Background: an optimization exercise with open tools, aiming at small area. Do not read the settings as production practice. Only simulation tests tie the RTL to the original design; equivalence was not proved. Power and IR drop assume default switching activity.

[flow/design.v]
module ccb_cpm_regs (
    input  wire        clk,
    input  wire        rst,
    input  wire        busy,
    input  wire        h_we,
    input  wire [2:0]  h_idx,
    input  wire [31:0] h_wdata,
    input  wire        e_osc,        
    input  wire        e_sel,        
    input  wire        e_src,
    input  wire        e_ips,        
    input  wire [3:0]  e_div,
    input  wire        e_trim,       
    input  wire [31:0] e_trimv,
    output reg         lfi_en,
    output reg         hs_en,
    output reg         sys_sel,
    output reg  [3:0]  sys_div,
    output reg         ips_en,
    output reg  [3:0]  ips_div,
    output reg         ips_upd,
    output reg         trim_ovr,
    output reg  [31:0] hs_trim
);
    reg  [2:0] keystate;
    wire nr     = !rst;
    wire we_osc = h_we && h_idx == 3'd0;
    wire we_sys = h_we && h_idx == 3'd1;
    wire we_ips = h_we && h_idx == 3'd2;
    wire we_key = h_we && h_idx == 3'd3;
    wire we_trm = h_we && h_idx == 3'd4 && keystate == 3'd4 && trim_ovr;
    wire [1:0] k = h_wdata[1:0];
    reg  [2:0] ks_next;
    always @(*) begin
        if (k == 2'd0)
            ks_next = 3'd1;
        else if (keystate == {1'b0, k} && (k != 2'd3 || h_wdata[8]))
            ks_next = keystate + 3'd1;
        else
            ks_next = 3'd0;
    end
    always @(posedge clk) begin
        ips_upd <= nr && ((we_ips && h_wdata[8]) || e_ips);
        if (rst || we_osc || (e_osc && !e_src)) lfi_en <= nr && (busy || h_wdata[0]);
        if (rst || we_osc || (e_osc &&  e_src)) hs_en  <= nr && (busy || h_wdata[1]);
        if (rst || we_sys || e_sel) sys_sel <= nr && (busy ? e_src : h_wdata[0]);
        if (rst || we_sys) sys_div <= {4{nr}} & h_wdata[19:16];
        if (rst || we_ips || e_ips) begin
            ips_en  <= nr && (busy || h_wdata[0]);
            ips_div <= {4{nr}} & (busy ? e_div : h_wdata[7:4]);
        end
        if (rst || we_key || e_trim) begin
            trim_ovr <= nr && (busy || h_wdata[8]);
            keystate <= {3{nr}} & (busy ? 3'd1 : ks_next);
        end
        if (rst || we_trm || e_trim) hs_trim <= {32{nr}} & (busy ? e_trimv : h_wdata);
    end
endmodule
module ccb_cache_regs (
    input  wire        clk,
    input  wire        rst,
    input  wire        h_we,
    input  wire [2:0]  h_idx,
    input  wire [31:0] h_wdata,
    input  wire        d_en,
    input  wire [1:0]  d_inv,
    input  wire [27:0] d_addr,
    input  wire [23:0] d_len,
    input  wire [9:0]  d_rg0,
    input  wire [23:0] d_rg1,
    input  wire        e_en_we,      
    input  wire [4:0]  e_rg,         
    input  wire        e_go,         
    input  wire        e_cr,         
    input  wire        cmnt_done,
    input  wire        crsize_done,
    output reg         en,
    output reg  [1:0]  inv,
    output reg         go,
    output reg  [27:0] addr,
    output reg  [23:0] len,
    output reg         strt,
    output reg  [9:0]  crgn0,
    output reg  [23:0] crgn1
);
    wire nr      = !rst;
    wire we_ccr  = h_we && h_idx == 3'd0;
    wire we_cmnt = h_we && h_idx == 3'd1;
    wire we_addr = h_we && h_idx == 3'd2;
    wire we_size = h_we && h_idx == 3'd3 && en;
    wire we_rg0  = h_we && h_idx == 3'd4;
    wire we_rg1  = h_we && h_idx == 3'd5;
    always @(posedge clk) begin
        go   <= nr && ((we_cmnt && h_wdata[15]) || e_go || (go && !cmnt_done));
        strt <= nr && ((we_size && h_wdata[31]) || e_cr || (strt && !crsize_done));
        if (rst || we_ccr || e_en_we) en <= d_en;
        if (rst || we_cmnt || e_go) inv <= d_inv;
        if (rst || we_addr || e_cr) addr <= d_addr;
        if (rst || we_size || e_cr) len <= d_len;
        if (rst || we_rg0 || e_rg[0]) crgn0[7:0]   <= d_rg0[7:0];
        if (rst || we_rg0 || e_rg[1]) crgn0[9:8]   <= d_rg0[9:8];
        if (rst || we_rg1 || e_rg[2]) crgn1[7:0]   <= d_rg1[7:0];
        if (rst || we_rg1 || e_rg[3]) crgn1[15:8]  <= d_rg1[15:8];
        if (rst || we_rg1 || e_rg[4]) crgn1[23:16] <= d_rg1[23:16];
    end
endmodule
module ccb (
    input  wire        clk,
    input  wire        rst,
    input  wire        host_sel,
    input  wire        host_we,
    input  wire [13:0] host_addr,
    input  wire [31:0] host_wdata,
    output reg  [31:0] host_rdata,
    output wire        busy,
    output reg         otp_rd,
    output reg  [31:0] otp_addr,
    input  wire [31:0] otp_rdata,
    input  wire        lfi_stable,
    input  wire        hs_stable,
    input  wire        sel_stat,
    output wire        lfi_en,
    output wire        hs_en,
    output wire        sys_sel,
    output wire [3:0]  sys_div,
    output wire        ips_en,
    output wire [3:0]  ips_div,
    output wire        ips_upd,
    output wire        trim_ovr,
    output wire [31:0] hs_trim,
    input  wire [1:0]  cmnt_done,
    input  wire [1:0]  crsize_done,
    output wire [1:0]  cache_en,
    output wire [3:0]  cmnt_inv,
    output wire [1:0]  cmnt_go,
    output wire [1:0]  crsize_strt,
    output wire [27:0] craddr_i,
    output wire [27:0] craddr_d,
    output wire [23:0] crsize_len_i,
    output wire [23:0] crsize_len_d,
    output wire [9:0]  crgn0_i,
    output wire [9:0]  crgn0_d,
    output wire [23:0] crgn1_i,
    output wire [23:0] crgn1_d
);
    localparam [1:0] ST_OK      = 2'd0;
    localparam [1:0] ST_ERR     = 2'd1;
    localparam [1:0] ST_TIMEOUT = 2'd2;
    localparam [2:0] S_IDLE  = 3'd0;
    localparam [2:0] S_EXEC  = 3'd1;    
    localparam [2:0] S_STB   = 3'd2;    
    localparam [2:0] S_SEL   = 3'd3;    
    localparam [2:0] S_VALID = 3'd4;    
    localparam [2:0] S_KEY   = 3'd5;    
    localparam [2:0] S_VAL   = 3'd6;    
    localparam [2:0] S_WAIT  = 3'd7;    
    reg  [31:0] cmd_reg, arg0_reg, arg1_reg;
    reg  [2:0]  state;
    reg  [1:0]  res_q;
    reg  [2:0]  csw_q;
    reg  [31:0] result;       
    reg  [3:0]  rem_q;        
    reg         nom_q;        
    reg  [33:0] n_q;          
    assign busy = (state != S_IDLE);
    wire [7:0] op   = cmd_reg[7:0];
    wire [3:0] opa  = cmd_reg[11:8];
    wire [1:0] opp  = cmd_reg[13:12];
    wire       inst = cmd_reg[15];
    wire       h_wr  = host_sel && host_we;
    wire [1:0] h_blk = host_addr[13:12];
    wire [2:0] h_idx = host_addr[4:2];
    wire hi_ok   = (cmd_reg[31:16] == 16'd0) && !cmd_reg[14];
    wire a_le1   = (opa[3:1] == 3'd0);
    wire ps_ok   = (arg0_reg[31:10] == 22'd0) && (arg0_reg[1:0] != 2'd3) &&
                   (arg0_reg[3:2] != 2'd3) && (arg0_reg[5:4] != 2'd3) &&
                   (arg0_reg[7:6] != 2'd3) && (arg0_reg[9:8] != 2'd3);
    wire nofld   = !inst && opp == 2'd0;               
    wire is_clksw = hi_ok && op == 8'h01 && nofld && a_le1;
    wire is_trim  = hi_ok && op == 8'h02 && nofld && a_le1;
    wire is_ips   = hi_ok && op == 8'h03 && nofld && opa == 4'd0 &&
                    arg0_reg[31:4] == 28'd0;
    wire is_gf    = hi_ok && op == 8'h04 && nofld && opa == 4'd0;
    wire is_cen   = hi_ok && op == 8'h10 && opp == 2'd0 && opa[3:1] == 3'd0;
    wire is_crgn  = hi_ok && op == 8'h11 && (opa <= 4'd4) && opp != 2'd3;
    wire is_rgall = hi_ok && op == 8'h12 && opp == 2'd0 && opa == 4'd0 && ps_ok;
    wire is_cinv  = hi_ok && op == 8'h13 && opp == 2'd0 && opa == 4'd0;
    wire is_cinvr = hi_ok && op == 8'h14 && opp == 2'd0 && opa == 4'd0;
    wire is_cinit = hi_ok && op == 8'h15 && opp == 2'd0 && opa == 4'd0 && ps_ok;
    wire in_exec = (state == S_EXEC);
    wire        sw_src   = (op == 8'h02) ? 1'b0 : opa[0];
    wire [33:0] sw_count = (op == 8'h02) ? 34'd4 : {arg0_reg, 2'b00};
    wire        n_hi0    = (n_q[33:1] == 33'd0);
    wire        n_last   = n_hi0 && n_q[0];         
    wire        n_inf    = n_hi0 && !n_q[0];        
    wire        sw_stable = sw_src ? hs_stable : lfi_stable;
    wire        sw_is_sel = (sel_stat == sw_src);
    wire [1:0] pol0 = is_crgn ? opp : arg0_reg[1:0];
    wire [1:0] pol1 = is_crgn ? opp : arg0_reg[3:2];
    wire [1:0] pol2 = is_crgn ? opp : arg0_reg[5:4];
    wire [1:0] pol3 = is_crgn ? opp : arg0_reg[7:6];
    wire [1:0] pol4 = is_crgn ? opp : arg0_reg[9:8];
    wire [4:0] e_ce = {|pol4, |pol3, |pol2, |pol1, |pol0};
    wire [4:0] e_wp = {pol4[1], pol3[1], pol2[1], pol1[1], pol0[1]};
    wire [4:0] rg_all = {5{in_exec && (is_rgall || is_cinit)}};
    wire [4:0] rg_one = {5{in_exec && is_crgn}} &
                        {opa == 4'd4, opa == 4'd3, opa == 4'd2, opa == 4'd1, opa == 4'd0};
    wire [4:0] e_rg   = rg_all | rg_one;
    wire [24:0] cr_sum  = {1'b0, arg1_reg[23:0]} + {21'd0, arg0_reg[3:0]} + 25'd15;
    wire        cr_big  = (arg1_reg[31:24] != 8'd0) || cr_sum[24];
    wire [23:0] cr_alen = {cr_sum[23:4], 4'd0};
    wire [1:0] c_en = cache_en;
    wire       en_sel = inst ? c_en[1] : c_en[0];
    wire       cr_go  = in_exec && is_cinvr && en_sel && !cr_big;
    wire       gi_go  = in_exec && (is_cinv || is_cinit);
    wire [31:0] ci_rd, cd_rd;
    wire        nr     = !rst;
    wire        d_en   = nr && (busy ? (is_cinit || opa[0]) : host_wdata[0]);
    wire [1:0]  d_inv  = {2{nr}} & (busy ? 2'b11 : host_wdata[1:0]);
    wire [27:0] d_addr = {28{nr}} & (busy ? arg0_reg[31:4] : host_wdata[31:4]);
    wire [23:0] d_len  = {24{nr}} & (busy ? cr_alen : host_wdata[23:0]);
    wire [9:0]  d_rg0  = {10{nr}} & (busy ? {e_wp[1], e_ce[1], {4{e_wp[0], e_ce[0]}}}
                                          : host_wdata[9:0]);
    wire [23:0] d_rg1  = {24{nr}} & (busy ? {{4{e_wp[4], e_ce[4]}}, {4{e_wp[3], e_ce[3]}},
                                             {4{e_wp[2], e_ce[2]}}}
                                          : host_wdata[23:0]);
    wire        e_en_we = in_exec && (is_cen || is_cinit);
    ccb_cache_regs u_ci (
        .clk(clk), .rst(rst),
        .h_we(h_wr && h_blk == 2'd2), .h_idx(h_idx), .h_wdata(host_wdata),
        .d_en(d_en), .d_inv(d_inv), .d_addr(d_addr), .d_len(d_len), .d_rg0(d_rg0),
        .d_rg1(d_rg1),
        .e_en_we(e_en_we && !inst), .e_rg(e_rg & {5{!inst}}), .e_go(gi_go && !inst),
        .e_cr(cr_go && !inst),
        .cmnt_done(cmnt_done[0]), .crsize_done(crsize_done[0]),
        .en(cache_en[0]), .inv(cmnt_inv[1:0]), .go(cmnt_go[0]), .addr(craddr_i),
        .len(crsize_len_i), .strt(crsize_strt[0]), .crgn0(crgn0_i), .crgn1(crgn1_i)
    );
    ccb_cache_regs u_cd (
        .clk(clk), .rst(rst),
        .h_we(h_wr && h_blk == 2'd3), .h_idx(h_idx), .h_wdata(host_wdata),
        .d_en(d_en), .d_inv(d_inv), .d_addr(d_addr), .d_len(d_len), .d_rg0(d_rg0),
        .d_rg1(d_rg1),
        .e_en_we(e_en_we && inst), .e_rg(e_rg & {5{inst}}), .e_go(gi_go && inst),
        .e_cr(cr_go && inst),
        .cmnt_done(cmnt_done[1]), .crsize_done(crsize_done[1]),
        .en(cache_en[1]), .inv(cmnt_inv[3:2]), .go(cmnt_go[1]), .addr(craddr_d),
        .len(crsize_len_d), .strt(crsize_strt[1]), .crgn0(crgn0_d), .crgn1(crgn1_d)
    );
    wire [1:0] part = n_q[1:0];
    always @(*) begin
        otp_rd   = 1'b0;
        otp_addr = {16'h1FFF, 5'd0, 1'b0, part, 3'd0, 1'b0, 1'b0, 1'b0, 2'd0};
        case (state)
            S_VALID: otp_rd = 1'b1;
            S_KEY: begin
                otp_rd      = 1'b1;
                otp_addr[4] = 1'b1;
                otp_addr[2] = 1'b1;
            end
            S_VAL: begin
                otp_rd = 1'b1;
                if (opa[0]) begin
                    otp_addr[10]  = 1'b1;
                    otp_addr[9:8] = 2'd0;
                end else begin
                    otp_addr[4] = 1'b1;
                end
            end
            default: ;
        endcase
    end
    wire sec_bad  = opa[0] && (otp_rdata[31:24] != 8'hA5);
    wire trim_ok  = (state == S_VAL) && !sec_bad;
    ccb_cpm_regs u_cpm (
        .clk(clk), .rst(rst), .busy(busy),
        .h_we(h_wr && h_blk == 2'd1), .h_idx(h_idx), .h_wdata(host_wdata),
        .e_osc(in_exec && (is_clksw || is_trim)),
        .e_sel(state == S_STB && sw_stable), .e_src(sw_src),
        .e_ips(in_exec && is_ips), .e_div(arg0_reg[3:0]),
        .e_trim(trim_ok), .e_trimv(otp_rdata),
        .lfi_en(lfi_en), .hs_en(hs_en), .sys_sel(sys_sel), .sys_div(sys_div),
        .ips_en(ips_en), .ips_div(ips_div), .ips_upd(ips_upd),
        .trim_ovr(trim_ovr), .hs_trim(hs_trim)
    );
    wire [31:0] nomfreq = nom_q ? 32'd400000000 : 32'd320000000;
    wire [2:0]  ri = host_addr[4:2];
    wire b0 = (h_blk == 2'd0), b1 = (h_blk == 2'd1), b2 = (h_blk == 2'd2), b3 = (h_blk == 2'd3);
    wire [7:0] r1h = 8'd1 << ri;
    function [31:0] gate(input s, input [31:0] v);
        gate = {32{s}} & v;
    endfunction
    always @(*) begin
        host_rdata =
            gate(b0 & r1h[0], cmd_reg) |
            gate(b0 & r1h[1], arg0_reg) |
            gate(b0 & r1h[2], arg1_reg) |
            gate(b0 & r1h[3], {25'd0, csw_q, 1'b0, res_q, busy}) |
            gate(b0 & r1h[4], result) |
            gate(b0 & r1h[5], nomfreq) |
            gate(b1 & r1h[0], {22'd0, hs_stable, lfi_stable, 6'd0, hs_en, lfi_en}) |
            gate(b1 & r1h[1], {12'd0, sys_div, 7'd0, sel_stat, 7'd0, sys_sel}) |
            gate(b1 & r1h[2], {24'd0, ips_div, 3'd0, ips_en}) |
            gate(b1 & r1h[3], {23'd0, trim_ovr, 8'd0}) |
            gate(b1 & r1h[4], hs_trim) |
            gate(b2 & r1h[0], {31'd0, cache_en[0]}) |
            gate(b2 & r1h[1], {16'd0, cmnt_go[0], 13'd0, cmnt_inv[1:0]}) |
            gate(b2 & r1h[2], {craddr_i, 4'd0}) |
            gate(b2 & r1h[3], {crsize_strt[0], 7'd0, crsize_len_i}) |
            gate(b2 & r1h[4], {22'd0, crgn0_i}) |
            gate(b2 & r1h[5], {8'd0, crgn1_i}) |
            gate(b3 & r1h[0], {31'd0, cache_en[1]}) |
            gate(b3 & r1h[1], {16'd0, cmnt_go[1], 13'd0, cmnt_inv[3:2]}) |
            gate(b3 & r1h[2], {craddr_d, 4'd0}) |
            gate(b3 & r1h[3], {crsize_strt[1], 7'd0, crsize_len_d}) |
            gate(b3 & r1h[4], {22'd0, crgn0_d}) |
            gate(b3 & r1h[5], {8'd0, crgn1_d});
    end
    wire h_cmdif = h_wr && h_blk == 2'd0;
    wire [31:0] w_d   = {32{nr}} & host_wdata;
    wire        idle  = (state == S_IDLE);
    wire        gf_we = in_exec && is_gf;
    wire [31:0] gf_base = !sel_stat ? 32'd8_000_000 :
                          nom_q     ? 32'd400_000_000 : 32'd320_000_000;
    wire        gf_step = (state == S_WAIT) && !op[4];
    wire [4:0]  gf_trial = {rem_q, result[31]};
    wire [4:0]  gf_dv    = {1'b0, sys_div} + 5'd1;
    wire        gf_ge    = (gf_trial >= gf_dv);
    wire [4:0]  gf_diff  = gf_trial - gf_dv;
    wire [3:0]  gf_rem   = gf_ge ? gf_diff[3:0] : gf_trial[3:0];
    always @(posedge clk) begin
        if (rst || (idle && h_cmdif && h_idx == 3'd0)) cmd_reg  <= w_d;
        if (rst || (idle && h_cmdif && h_idx == 3'd1)) arg0_reg <= w_d;
        if (rst || (idle && h_cmdif && h_idx == 3'd2)) arg1_reg <= w_d;
        if (rst || gf_we || gf_step)
            result <= {32{nr}} & (gf_we ? gf_base : {result[30:0], gf_ge});
        if (gf_we || gf_step)
            rem_q <= gf_we ? 4'd0 : gf_rem;
    end
    always @(posedge clk) begin
        if (rst) begin
            state    <= S_IDLE;
            res_q    <= ST_OK;
            csw_q    <= 3'd0;
            nom_q    <= 1'b0;
        end else begin
            case (state)
                S_IDLE: begin
                    if (h_cmdif && h_idx == 3'd0)
                        state <= S_EXEC;
                end
                S_EXEC: begin
                    res_q <= ST_OK;
                    state <= S_IDLE;
                    if (is_clksw || is_trim) begin
                        csw_q <= 3'd1;
                        state <= S_STB;
                    end
                    if (is_gf || is_cinv || is_cinit || (is_cinvr && en_sel && !cr_big))
                        state <= S_WAIT;
                    if (!(is_clksw || is_trim || is_ips || is_gf || is_cen || is_crgn ||
                          is_rgall || is_cinv || is_cinvr || is_cinit) ||
                        (is_cinvr && en_sel && cr_big))
                        res_q <= ST_ERR;
                end
                S_STB: begin
                    if (sw_stable) begin
                        csw_q <= 3'd3;
                        state <= S_SEL;
                    end else if (n_last) begin
                        res_q <= ST_TIMEOUT;
                        state <= S_IDLE;
                    end
                end
                S_SEL: begin
                    if (sw_is_sel) begin
                        csw_q <= 3'd4;
                        if (op == 8'h01)
                            state <= S_IDLE;
                        else if (opa[0])
                            state <= S_VAL;
                        else
                            state <= S_VALID;
                    end else if (n_last) begin
                        res_q <= ST_TIMEOUT;
                        state <= S_IDLE;
                    end
                end
                S_VALID: begin
                    if (otp_rdata == 32'hA5A5_5A5A || part == 2'd0)
                        state <= S_KEY;
                end
                S_KEY: begin
                    if (otp_rdata != 32'h1234_ABCD) begin
                        res_q <= ST_ERR;
                        state <= S_IDLE;
                    end else begin
                        state <= S_VAL;
                    end
                end
                S_VAL: begin
                    state <= S_IDLE;
                    if (sec_bad)
                        res_q <= ST_ERR;
                    else
                        nom_q <= opa[0];
                end
                S_WAIT: begin
                    if (op[4] ? (cmnt_go == 2'b00 && crsize_strt == 2'b00) : n_last)
                        state <= S_IDLE;
                end
                default: state <= S_IDLE;
            endcase
        end
    end
    always @(posedge clk) begin
        case (state)
            S_EXEC:  n_q <= is_gf ? 34'd32 : sw_count;
            S_STB:   n_q <= sw_stable ? sw_count : (n_inf ? n_q : n_q - 34'd1);
            S_SEL:   n_q <= sw_is_sel ? {32'd0, 2'd2} : (n_inf ? n_q : n_q - 34'd1);
            S_VALID: n_q <= (otp_rdata == 32'hA5A5_5A5A) ? n_q :
                            (part == 2'd0) ? {32'd0, 2'd2} : n_q - 34'd1;
            S_WAIT:  n_q <= n_q - 34'd1;
            default: n_q <= n_q;
        endcase
    end
endmodule
[flow/run.sh]
#!/bin/bash
# synth_recipe.tcl (not shown) runs the flow's synth.tcl, then flattens the netlist and writes it again
# the make line also repeats each setting of config.mk as NAME=value (left out here)
make -C /OpenROAD-flow-scripts/flow DESIGN_CONFIG=/design/flow/config.mk WORK_HOME=/design/flow/orfs CLKGATE_MAP_FILE= SYNTH_SCRIPT=/design/flow/synth_recipe.tcl finish
[flow/config.mk]
export PLATFORM = sky130hd
export DESIGN_NAME = ccb
export DESIGN_NICKNAME = ccb
export VERILOG_FILES = /design/flow/design.v
export SDC_FILE = /design/flow/constraint.sdc
export NUM_CORES = 4
export LEC_CHECK = 0
export CAP_MARGIN = 20
export CORE_MARGIN = 2
export CORE_UTILIZATION = 40
export SLEW_MARGIN = 20
[flow/constraint.sdc]
create_clock -name core_clock -period 10.0 [get_ports {clk}]
set_input_delay 2.0000 -clock core_clock [delete_from_list [all_inputs] [get_ports {clk}]]
set_output_delay 2.0000 -clock core_clock [all_outputs]
set_load 0.01 [all_outputs]
==> impl_metrics.tcl <==
set metrics [dict create \
    routed_wl_um 88900 \
    p_int_mw 3.19 \
    placementRows 81 \
    synth_seq_area_share 0.608 \
    final_common_cell "edfxtp_1" \
    final_layout_size_suffix_gt1_frac 0.0700 \
    reg2reg_from "arg0_reg[3]$_DFFE_PP_" \
    vias_per_cell 6.39 \
    finalCriticalPeriod_ns 7.94 \
    synth_seq_cells 406 \
    final_cell_mix "edfxtp_1, clkdlybuf4s50_1, nor2_1" \
    io_buffer_count 346 \
    crit_required_ns 8.00 \
    max_slew_margin 0.190 \
    critical_path_class "in2out" \
    cts_tree "done" \
    p_per_area_nw_per_um2 168 \
    p_leak_nw 9.00 \
    worstHoldStart "res_q[0]$_SDFFE_PP0P_" \
    start_util 0.405 \
    syn_area_um2 19800 \
    rsz0062_at_grt "false" \
    holdPathStages 2 \
    cts_setup_buffers 0 \
    cts_sinks 406 \
    drv_cap 0 \
    syn_area_per_cell_um2 11.5 \
    setup_violations 0 \
    yosys_warnings 3 \
    fmax_mhz 126 \
    arrival_ns 5.94 \
    place.gp.congestion 0.936 \
    nNetsFinal 2163 \
    hold_violations 0 \
    drv_slew 0 \
    r2r_cells 13 \
    timing.final.crit_share 0.794 \
    postCtsHoldBufs 0 \
    status "finished clean" \
    drt_iter0_markers 3022 \
    area_delta_synth_final_pct 28.3 \
    synthCells 1725 \
    setup_tns_ns 0 \
    switching_share 0.252 \
    die_w_um 227 \
    vias 17600 \
    hold_ws_ns 0.536 \
    io-pin-count 383 \
    clk_latency_ns 0.58 \
    largest_register_ffs 34 \
    synth_ff_type "edfxtp_1" \
    final_area_um2 25500 \
    fin_cells 2755 \
    crit_fanout 17 \
    cts_root_buf "clkbuf_16" \
    clk_pin_slew_ns 0.05 \
    dr.pass1.iters 6 \
    tightest_slew_ns 1.21 \
    cts_htree_levels 2 \
    comb_power_share 0.113 \
    overflow 0 \
    hold_end "res_q[0]$_SDFFE_PP0P_" \
    synthArstFlopShare 0 \
    fin_util 0.520 \
    drcViolationCount 0 \
    reg2reg_to "u_ci.addr[4]$_DFFE_PP_" \
    grt_max_degree 46 \
    fp.dieArea_um2 51400 \
    irDropWorstVdd_mv 0.112 \
    cp-start-kind "primary input" \
    r2r_setup_slack_ns 4.65 \
    fin_skew_ns 0.0277 \
    cts_resized 0 \
    p_sw_mw 1.08 \
    power_frac_seq 0.490 \
    cp-end-kind "output pin" \
    numCtsBuffers 46 \
    wl_per_cell_um 32.3 \
    clkPwrFrac 0.397 \
    antenna_found_initial 5 \
    grt_pass1_vias 17000 \
    antenna_left 0 \
    dp.cells 2672 \
    hpwl_um 63600 \
    ys_types 77 \
    regMostFlops "n_q" \
    coreArea_um2 49000 \
    grt_pass1_wl_um 123000 \
    hold_class "reg2reg" \
    grtUsageTotal 0.342 \
    synth_edf_count 392 \
    clk_path_buf_depth 3 \
    fp.dieH_um 227 \
    place_area_um2 24000 \
]
[metal layers]
layer / up-vias / global-route usage / part of all wire
met1: 8668 / 0.463 / 0.37
met5: - / 0 / 0.00020
met4: 2 / 0.135 / 0.042
met2: 1482 / 0.525 / 0.45
met3: 206 / 0.0871 / 0.13
li1: 7259 / - / -
[cell type report]
type                            instances  area [um2]
Inverter                               40         150
Sequential cell                       406       12100
Tap cell                              664         831
Clock inverter                         24         275
Multi-Input combinational cell       1181        7220
Timing Repair Buffer                  381        3720
Antenna cell                            4        10.0
Fill cell                            4315       23500
Clock buffer                           55        1180
[how the worst max path moves through the flow]
stage	cells past startpoint	endpoint	from	slack (ns)
finish	8	host_rdata[16]	host_addr[12]	2.06
detailed placement	8	host_rdata[23]	host_addr[12]	2.15
global placement	8	host_rdata[20]	host_addr[12]	2.13
floorplan	8	host_rdata[0]	host_addr[3]	4.16
CTS	8	host_rdata[23]	host_addr[12]	2.11
global route	8	host_rdata[23]	host_addr[12]	2.05
[power groups by stage]
stage / sequential, mW / combinational, mW / clock, mW
2_1_floorplan: 2.09 / 0.181 / 0
3_3_place_gp: 2.12 / 0.468 / 0
3_5_place_dp: 2.12 / 0.471 / 0
4_1_cts: 2.09 / 0.474 / 1.70
5_1_grt: 2.10 / 0.505 / 1.76
6_report: 2.09 / 0.481 / 1.70
[stage by stage]
stage | setup slack, ns | total power [mW]
global route | 2.05 | 4.37
detailed placement | 2.15 | 2.59
floorplan | 4.16 | 2.27
finish | 2.06 | 4.27
CTS | 2.11 | 4.26
global placement | 2.13 | 2.59
[cell families after synthesis]
| family | Yosys count | share of synthesized area |
|---|---|---|
| simple gates | 690 | 0.176 |
| flops | 406 | 0.608 |
| compound gates | 406 | 0.148 |
| buf+inv | 163 | 0.0380 |
| other cells | 2 | 0.000379 |
| mux | 9 | 0.00479 |
| xor+xnor | 31 | 0.0137 |
| fa+ha+maj | 18 | 0.0117 |
[critical path, cell delays in order]
cell	delay, ns
clkdlybuf4s50_1	0.80
or2_2	0.61
nor2_1	0.76
nand2_1	0.71
nand3_1	0.25
a221oi_1	0.07
nand3_1	0.16
clkdlybuf4s50_1	0.56
[Yosys cell counts (35+ instances only)]
cell type	n	area, um2
a221oi_1	56	490
inv_1	40	150
nor2b_1	42	263
nand2_1	105	394
nand3_1	67	335
a21oi_1	86	430
edfxtp_1	392	11800
buf_4	36	270
o21ai_0	41	205
a22oi_1	47	353
a22o_1	54	473
and2_1	35	219
clkbuf_1	75	282
nor2_1	254	953

port drivers added, routing unchanged:
Ports are ideal in the flow. The routed layout listed here was re-timed in OpenROAD.
Step 1 sets driving cells, clkbuf_16 on the clock port and buf_2 on the other inputs (assumed; they add their load-dependent delay and slew).
Step 2, shift: input delay + t, output delay - t, t = (earliest + latest rising clock arrival at the registers) / 2. This alone moves slack from input paths to output paths.
Slacks: ideal / step 1 / step 2; pairs: ideal / step 1.
t (ns): 0.630
setup slack, ns: 2.057 / 2.036 / 2.036
clock arrival spread, ns: 0.028 / 0.028
worst register clock-pin slew, ns: 0.07 / 0.07
After both steps setup and hold are still met in this run. For this run, drivers alone change the setup slack by -0.021 ns; drivers and shift together by -0.021 ns.
